From an optimization exercise on the open Yosys and OpenROAD flow, aimed at small area and a short achievable clock period; shortcuts taken in it are not production practice. The RTL was checked by simulation tests, not by an equivalence proof against the original design. Power figures rest on the tool's default switching activity, not on a simulated workload.

==> job 5170 <==
## dlts
module dlts (
    input  wire        clk,
    input  wire        rst,
    input  wire        tick,
    input  wire        zc_in,
    input  wire        cmd_valid,
    input  wire [31:0] cmd_word,
    output wire        ready,
    output reg         rsp_valid,
    output reg  [3:0]  rsp_status,
    output reg  [31:0] rsp_data,
    output reg  [15:0] gate,
    output wire        zc_pullup_en
);
    localparam N = 16;
    localparam [13:0] NEVER14 = 14'h3FFF;
    localparam [13:0] SEMI_50 = 14'd10000;
    localparam [13:0] SEMI_60 = 14'd8333;
    localparam [3:0] ST_OK       = 4'd0;
    localparam [3:0] ST_CAPACITY = 4'd1;
    localparam [3:0] ST_BAD_ID   = 4'd2;
    localparam [3:0] ST_BAD_OP   = 4'd3;
    localparam [3:0] ST_BAD_ARG  = 4'd4;
    localparam [3:0] ST_BAD_REG  = 4'd5;
    localparam [2:0] R_ZERO = 3'd0;
    localparam [2:0] R_IDX  = 3'd1;
    localparam [2:0] R_DLY  = 3'd2;
    localparam [2:0] R_SEMI = 3'd3;
    localparam [2:0] R_FREQ = 3'd4;
    localparam [2:0] R_REG  = 3'd5;
    localparam [2:0] R_CHAN = 3'd6;
    function lt14;
        input [13:0] a, b;
        reg   [15:0] l, e;
        integer      q, w;
        begin
            l = 16'd0;
            e = 16'hFFFF;
            for (q = 0; q < 14; q = q + 1) begin
                l[q] = ~a[q] & b[q];
                e[q] = ~(a[q] ^ b[q]);
            end
            for (w = 1; w < 16; w = w * 2)
                for (q = 0; q < 16; q = q + 2 * w) begin
                    l[q] = l[q + w] | (e[q + w] & l[q]);
                    e[q] = e[q + w] & e[q];
                end
            lt14 = l[0];
        end
    endfunction
    function [15:0] add16;
        input [15:0] a, b;
        reg   [15:0] gg, ppp, c;
        integer      q, w;
        begin
            gg  = a & b;
            ppp = a ^ b;
            for (w = 1; w < 16; w = w * 2)
                for (q = 15; q >= w; q = q - 1) begin
                    gg[q]  = gg[q] | (ppp[q] & gg[q - w]);
  ...
Settings: LEC_CHECK=0, CAP_MARGIN=20, CORE_MARGIN=2, CORE_UTILIZATION=40, PLACE_DENSITY=0.6, SETUP_SLACK_MARGIN=3, SLEW_MARGIN=20; clock period 10.0 ns.
run.sh (not shown) runs the stock make flow with config.mk's settings and CLKGATE_MAP_FILE= SYNTH_SCRIPT=/design/flow/synth_recipe.tcl, a recipe that flattens the netlist after the stock synthesis.
==> inputs of job 8448, as changes to job 5170 <==
--- a/flow/design.v
+++ b/flow/design.v
@@ -233,13 +233,13 @@
                 fire_g[g] = fire_g[g] | (fire_m[h] && pin_r[h] == g[3:0]);
         end
     end
     wire        w_dly   = (cmd_word[31:28] == 4'h1) || (cmd_word[31:28] == 4'h3);
     wire        h_dly   = (hold_w[31:28] == 4'h1) || (hold_w[31:28] == 4'h3);
     wire        r_cnt   = (cmd_word[31:28] == 4'h9) && (cmd_word[23:16] == 8'h08);
-    wire        hold    = ready && cmd_valid && (zc_edge || (w_dly && (use_tb_r || sel_semi)) ||
+    wire        hold    = ready && cmd_valid && (qual || (w_dly && (use_tb_r || sel_semi)) ||
                                                  (r_cnt && may_exp));
     wire        h_rcnt  = (hold_w[31:28] == 4'h9) && (hold_w[23:16] == 8'h08);
     wire        keep    = held && ((h_dly && sel_semi) || (h_rcnt && apend));
     wire        held_n  = hold || keep;
     wire        cmd     = (held && !keep) || (ready && cmd_valid && !hold);
     wire [31:0] c_w     = held ? hold_w : cmd_word;
@@ -299,13 +299,13 @@
     wire do_freq    = c_ok && (c_op == 4'h6) && semi_nz;
     wire do_fmode   = c_ok && (c_op == 4'h7);
     wire do_wmr     = c_ok && (c_op == 4'h8) && c_a[0];
     wire do_wctl    = c_ok && (c_op == 4'h8) && !c_a[0];
     wire do_quiesce = do_wctl && !c_b[0];
     wire do_meas    = c_ok && (c_op == 4'hA);
-    wire        fm_fix_n = do_fmode && (tmr_armed || apend);
+    wire        fm_fix_n = do_fmode && (tmr_armed || apend || qual);
     reg  [13:0] semi_next;
     always @(*) begin
         case (do_fmode ? c_b[1:0] : fmode)
             2'd0:    semi_next = SEMI_50;
             2'd1:    semi_next = SEMI_60;
             default: semi_next = valid_n ? meas_n : 14'd0;
- CORE_UTILIZATION: 40 -> 55
- PLACE_DENSITY: 0.6 -> 0.7
- SETUP_SLACK_MARGIN: 3 -> 5
==> inputs of job 4966, as changes to job 5170 <==
--- a/flow/design.v
+++ b/flow/design.v
@@ -104,13 +104,13 @@
     reg [31:0] oor_cnt;
     reg        zc_prev;
     reg        zc_state;
     reg [31:0] t_edge;
     reg [31:0] epoch;
     reg [31:0] now;
-    reg [16:0] el;           
+    reg [31:0] el;           
     reg        tmr_armed;
     reg [13:0] arm_value;
     reg [31:0] arm_epoch;
     reg [31:0] fire_epoch;
     reg [31:0] tfire_cnt;
     reg [31:0] stale_cnt;
@@ -123,22 +123,24 @@
     reg        may_exp;      
     reg        use_tb_r;     
     reg        fm_fix;
     reg        apend;        
     reg        held;
     reg [31:0] hold_w;
-    reg [2:0]  rsp_sel;
-    reg [4:0]  rsp_a;
+    reg [15:0] r_reg;        
+    reg [15:0] r_dly;        
+    reg        r_chan, r_semi, r_freq, r_idx;
+    reg [3:0]  r_slot;       
     reg        div_busy;
     reg [18:0] div_rem;
     reg [6:0]  div_q;
     assign ready        = !div_busy && !fm_fix && !held;
     assign zc_pullup_en = pullup_r;
     reg [13:0] semi;         
     wire semi_nz = (fmode != 2'd2) || semi_valid;
-    wire [16:0] el_inc  = el[16] ? el : el + 17'd1;
+    wire [31:0] el_inc  = el + 32'd1;
     wire [31:0] now_inc = now + 32'd1;
     wire         use_tb;
     wire [13:0]  cmp_x;
     reg  [N-1:0] c_lt, c_eq;
     integer i0;
     always @(*) begin
@@ -195,26 +197,26 @@
                 free_found = 1'b1;
                 free_idx   = k[3:0];
             end
         end
     end
     wire        tk       = ready && tick;
-    wire [16:0] el_t     = tk ? el_inc : el;
+    wire [31:0] el_t     = tk ? el_inc : el;
     wire [31:0] now_t    = tk ? now_inc : now;
     wire        exp_if_tick = tmr_armed && (el_inc[13:0] == arm_value);
     wire        expire      = tk && exp_if_tick;
     wire        zc_edge   = ready && (zc_in != zc_prev);
     wire        pol_match = (pol == 2'd0) ? zc_in :
                             (pol == 2'd1) ? !zc_in : 1'b1;
-    wire        deb0      = zc_state && (el     < {1'b0, min_retrig});
-    wire        deb1      = zc_state && (el_inc < {1'b0, min_retrig});
+    wire        deb0      = zc_state && (el     < {16'd0, min_retrig});
+    wire        deb1      = zc_state && (el_inc < {16'd0, min_retrig});
     wire        debounced = tk ? deb1 : deb0;
     wire        qual      = zc_edge && en && pol_match && !debounced;
     wire        samp_en   = zc_state && (fmon_cont || fmon_req);
-    wire        ir0       = (el     >= 17'd7692) && (el     <= 17'd11111);
-    wire        ir1       = (el_inc >= 17'd7692) && (el_inc <= 17'd11111);
+    wire        ir0       = (el     >= 32'd7692) && (el     <= 32'd11111);
+    wire        ir1       = (el_inc >= 32'd7692) && (el_inc <= 32'd11111);
     wire        in_range  = tk ? ir1 : ir0;
     wire        take      = qual && samp_en && in_range;
     wire        oor_inc   = qual && samp_en && !in_range;
     wire [13:0] meas_n    = take ? el_t[13:0] : semi_meas;
     wire        valid_n   = take || semi_valid;
     wire        semi_n_nz = (fmode != 2'd2) || valid_n;
@@ -376,47 +378,54 @@
         db   = div_rem;
         db32 = r4step(db[17:2], semi1, semi2, semi3);
         db[17:2] = db32[15:0];
         db10 = r4step(db[15:0], semi1, semi2, semi3);
     end
     wire [13:0] tmr_cnt = tmr_armed ? cnt_pre : 14'd0;
-    wire [13:0] rd_d    = dly_r[rsp_a[3:0]];
-    wire [15:0] rd_d16  = {{2{rd_d[13] & rd_d[12]}}, rd_d};
     reg [31:0] reg_view;
-    always @(*) begin
-        case (rsp_a)
-            5'h00: reg_view = {27'd0, fmon_cont, pullup_r, pol, en};
-            5'h01: reg_view = {16'd0, min_retrig};
-            5'h02: reg_view = {30'd0, fmode};
-            5'h03: reg_view = {25'd0, zc_prev, fmon_req, semi_valid, 2'b00, tmr_armed, zc_state};
-            5'h04: reg_view = epoch;
-            5'h05: reg_view = now;
-            5'h06: reg_view = t_edge;
-            5'h07: reg_view = t_edge;
-            5'h08: reg_view = {18'd0, tmr_cnt};
-            5'h09: reg_view = {18'd0, arm_value};
-            5'h0A: reg_view = arm_epoch;
-            5'h0B: reg_view = fire_epoch;
-            5'h0C: reg_view = tfire_cnt;
-            5'h0D: reg_view = stale_cnt;
-            5'h0E: reg_view = oor_cnt;
-            5'h0F: reg_view = {18'd0, semi_meas};
-            default: reg_view = 32'h00100010;
-        endcase
+    reg [13:0] rd_d;
+    reg        rd_f, rd_a;
+    reg [3:0]  rd_p;
+    integer    r0;
+    always @(*) begin
+        reg_view = ({32{r_reg[0]}}  & {27'd0, fmon_cont, pullup_r, pol, en}) |
+                   ({32{r_reg[1]}}  & {16'd0, min_retrig}) |
+                   ({32{r_reg[2]}}  & {30'd0, fmode}) |
+                   ({32{r_reg[3]}}  & {25'd0, zc_prev, fmon_req, semi_valid, 2'b00, tmr_armed, zc_state}) |
+                   ({32{r_reg[4]}}  & epoch) |
+                   ({32{r_reg[5]}}  & now) |
+                   ({32{r_reg[6]}}  & t_edge) |
+                   ({32{r_reg[7]}}  & {18'd0, tmr_cnt}) |
+                   ({32{r_reg[8]}}  & {18'd0, arm_value}) |
+                   ({32{r_reg[9]}}  & arm_epoch) |
+                   ({32{r_reg[10]}} & fire_epoch) |
+                   ({32{r_reg[11]}} & tfire_cnt) |
+                   ({32{r_reg[12]}} & stale_cnt) |
+                   ({32{r_reg[13]}} & oor_cnt) |
+                   ({32{r_reg[14]}} & {18'd0, semi_meas}) |
+                   ({32{r_reg[15]}} & 32'h00100010) |
+                   ({32{r_semi}}    & {18'd0, semi}) |
+                   ({32{r_freq}}    & {25'd0, div_q}) |
+                   ({32{r_idx}}     & {28'd0, r_slot});
+        rd_d = 14'd0;
+        rd_f = 1'b0;
+        rd_a = 1'b0;
+        rd_p = 4'd0;
+        for (r0 = 0; r0 < N; r0 = r0 + 1) begin
+            rd_d = rd_d | ({14{r_dly[r0]}} & dly_r[r0]);
+            rd_f = rd_f | (r_dly[r0] & ch_fired[r0]);
+            rd_a = rd_a | (r_dly[r0] & ch_act[r0]);
+            rd_p = rd_p | ({4{r_dly[r0]}} & pin_r[r0]);
+        end
     end
+    wire [15:0] rd_d16 = {{2{rd_d[13] & rd_d[12]}}, rd_d};
     always @(*) begin
-        case (rsp_sel)
-            R_IDX:   rsp_data = {28'd0, rsp_a[3:0]};
-            R_DLY:   rsp_data = {16'd0, rd_d16};
-            R_SEMI:  rsp_data = {18'd0, semi};
-            R_FREQ:  rsp_data = {25'd0, div_q};
-            R_REG:   rsp_data = reg_view;
-            R_CHAN:  rsp_data = {rd_d16, 6'd0, ch_fired[rsp_a[3:0]], ch_act[rsp_a[3:0]],
-                                 4'd0, pin_r[rsp_a[3:0]]};
-            default: rsp_data = 32'd0;
-        endcase
+        if (r_chan)
+            rsp_data = reg_view | {rd_d16, 6'd0, rd_f, rd_a, 4'd0, rd_p};
+        else
+            rsp_data = reg_view | {16'd0, rd_d16};
     end
     integer p, q2;
     always @(posedge clk) begin
         if (rst) begin
             for (p = 0; p < N; p = p + 1) begin
                 pin_r[p] <= 4'd0;
@@ -436,13 +445,13 @@
             oor_cnt    <= 32'd0;
             zc_prev    <= zc_in;
             zc_state   <= 1'b0;
             t_edge     <= 32'd0;
             epoch      <= 32'd0;
             now        <= 32'd0;
-            el         <= 17'd0;
+            el         <= 32'd0;
             tmr_armed  <= 1'b0;
             arm_value  <= 14'd0;
             arm_epoch  <= 32'd0;
             fire_epoch <= 32'd0;
             tfire_cnt  <= 32'd0;
             stale_cnt  <= 32'd0;
@@ -458,13 +467,13 @@
             rsp_valid  <= 1'b0;
             div_busy   <= 1'b0;
             for (p = 0; p < N; p = p + 1)
                 prec[p] <= {N{1'b1}};
         end else begin
             now <= now_t;
-            el  <= qual ? 17'd0 : el_t;
+            el  <= qual ? 32'd0 : el_t;
             if (ready)
                 zc_prev <= zc_in;
             if (expire) begin
                 fire_epoch <= arm_epoch;
                 tfire_cnt  <= tfire_cnt + 32'd1;
             end
@@ -556,23 +565,28 @@
             held <= held_n;
             if (hold)
                 hold_w <= cmd_word;
             rsp_valid <= 1'b0;
             if (cmd) begin
                 rsp_status <= c_status;
-                rsp_sel    <= c_sel;
-                rsp_a      <= (c_op == 4'h1) ? {1'b0, free_idx} : c_a[4:0];
+                r_reg  <= 16'd0;
+                if (c_sel == R_REG)
+                    r_reg[c_a[4] ? 4'd15 : (c_a[3:0] >= 4'd7) ? c_a[3:0] - 4'd1 : c_a[3:0]] <= 1'b1;
+                r_dly  <= (c_sel == R_DLY || c_sel == R_CHAN) ? (16'd1 << c_ai) : 16'd0;
+                r_chan <= (c_sel == R_CHAN);
+                r_semi <= (c_sel == R_SEMI);
+                r_freq <= (c_sel == R_FREQ) && do_freq;
+                r_idx  <= (c_sel == R_IDX);
+                r_slot <= free_idx;
                 if (do_freq) begin
                     div_busy   <= 1'b1;
                     div_rem    <= da[18:0];
                     div_q[6]   <= da6[16];
                     div_q[5:4] <= da54[17:16];
                 end else begin
                     rsp_valid <= 1'b1;
-                    if (c_ok && c_op == 4'h6)
-                        rsp_sel <= R_ZERO;
                 end
             end
             if (div_busy) begin
                 div_q[3:2] <= db32[17:16];
                 div_q[1:0] <= db10[17:16];
                 div_busy   <= 1'b0;
- SETUP_SLACK_MARGIN: 3 -> 4
==> comparison <==
In job 5170 the clock skew is lower than in job 4966, by 0.011 ns. In job 5170 the via count is smaller than in job 4966, by about 9%. In job 4966 the core utilization is higher than in job 5170, by 3.3 points. Sequential power: job 5170 is lower than job 4966 (about 5.5%). Area after synthesis, lowest first: job 5170, job 8448, job 4966. Critical path depth: job 5170 is lower than job 4966 (3). Of job 5170 and job 4966, job 4966 has the higher flip-flop and latch count (gap 47). Between job 4966 and job 5170, the lower design area is in job 5170 (gap about 12%, measured against job 5170). Synthesized cell count: job 5170 < job 8448 < job 4966. In worst hold slack, job 4966 and job 5170 hardly differ. Job 8448 ended with an error in 5_1_grt on GRT-0116. Job 5170 completed without violations. Job 4966 passed the timing, DRC and antenna checks.
==> figures <==
Run status: job 8448 aborted with a tool error; job 4966 timing/DRC/antenna clean; job 5170 timing/DRC/antenna clean
Failing step: job 8448 5_1_grt; job 4966 -; job 5170 -
Number of detailed-routing iterations run before antenna repair: job 8448 -; job 4966 9; job 5170 10
Final core occ: job 8448 -; job 4966 0.491; job 5170 0.459
Sequential power: job 8448 -; job 4966 4.01 mW; job 5170 3.79 mW
Worst Hold Path EP: job 8448 -; job 4966 fire_epoch[30]; job 5170 fire_epoch[11]
Number of max-cap violations: job 8448 -; job 4966 0; job 5170 0
Routed length on met2: job 8448 -; job 4966 174,000 microns; job 5170 161,000 microns
Number of multi-input logic gates: job 8448 -; job 4966 6,788; job 5170 6,339
FF-to-FF setup slack: job 8448 -; job 4966 4.09 ns; job 5170 2.97 ns
Worst-Skew Late Latency: job 8448 -; job 4966 0.85 ns; job 5170 0.84 ns
Number of standard cells in the final layout excluding fillers: job 8448 -; job 4966 11,100; job 5170 10,300
Initial Util: job 8448 0.553; job 4966 0.403; job 5170 0.402
Power after layout: job 8448 -; job 4966 9.60 mW; job 5170 9.26 mW
Clk network pwr share: job 8448 -; job 4966 0.471; job 5170 0.479
CP peak stage delay: job 8448 -; job 4966 0.55 ns; job 5170 0.76 ns
Min-Delay Startpoint: job 8448 -; job 4966 fire_epoch[30]; job 5170 fire_epoch[11]
Most frequent cell on the critical path: job 8448 -; job 4966 buf_4; job 5170 a21oi_1
Share of the final layout cell area in multi-input gates: job 8448 -; job 4966 0.570; job 5170 0.587
TritonCTS sink count: job 8448 931; job 4966 978; job 5170 931
Max Clock Freq: job 8448 -; job 4966 0.163 GHz; job 5170 0.140 GHz
Cell group occupying the most layout area: job 8448 -; job 4966 multi-input gates; job 5170 multi-input gates
Testbench counts of job 5170, summed over its fixed seeds: busy cycles 184.
Testbench counts of job 8448, summed over its fixed seeds: busy cycles 184.
Testbench counts of job 4966, summed over its fixed seeds: busy cycles 184.

## re-timing with driven ports
In the flow no input, the clock included, has a driving cell. The finished layouts below were timed again as built, in two steps.
Step 1: set_driving_cell puts a clkbuf_16 on clk and a buf_2 on each other input, an assumption about the parent block.
Step 2 adds t to the input delays and takes it off the output delays; t is the mean of the earliest and latest rising clock arrival at the registers after step 1. Input paths then give back, and output paths get back, about the clock's delay inside the block.
Three values: ideal, step 1, step 2; two values: the first two.
run	t (ns)	setup slack, ns	worst setup path after step 2	pins driven straight from the clock port
job 5170	0.887	2.856 / 2.846 / 2.021	input to register	1
job 4966	0.897	3.876 / 3.882 / 3.017	input to register	1
After both steps every run listed still meets setup and hold. For job 4966, which loses most, drivers alone change the setup slack by +0.006 ns; drivers and shift together by -0.859 ns.
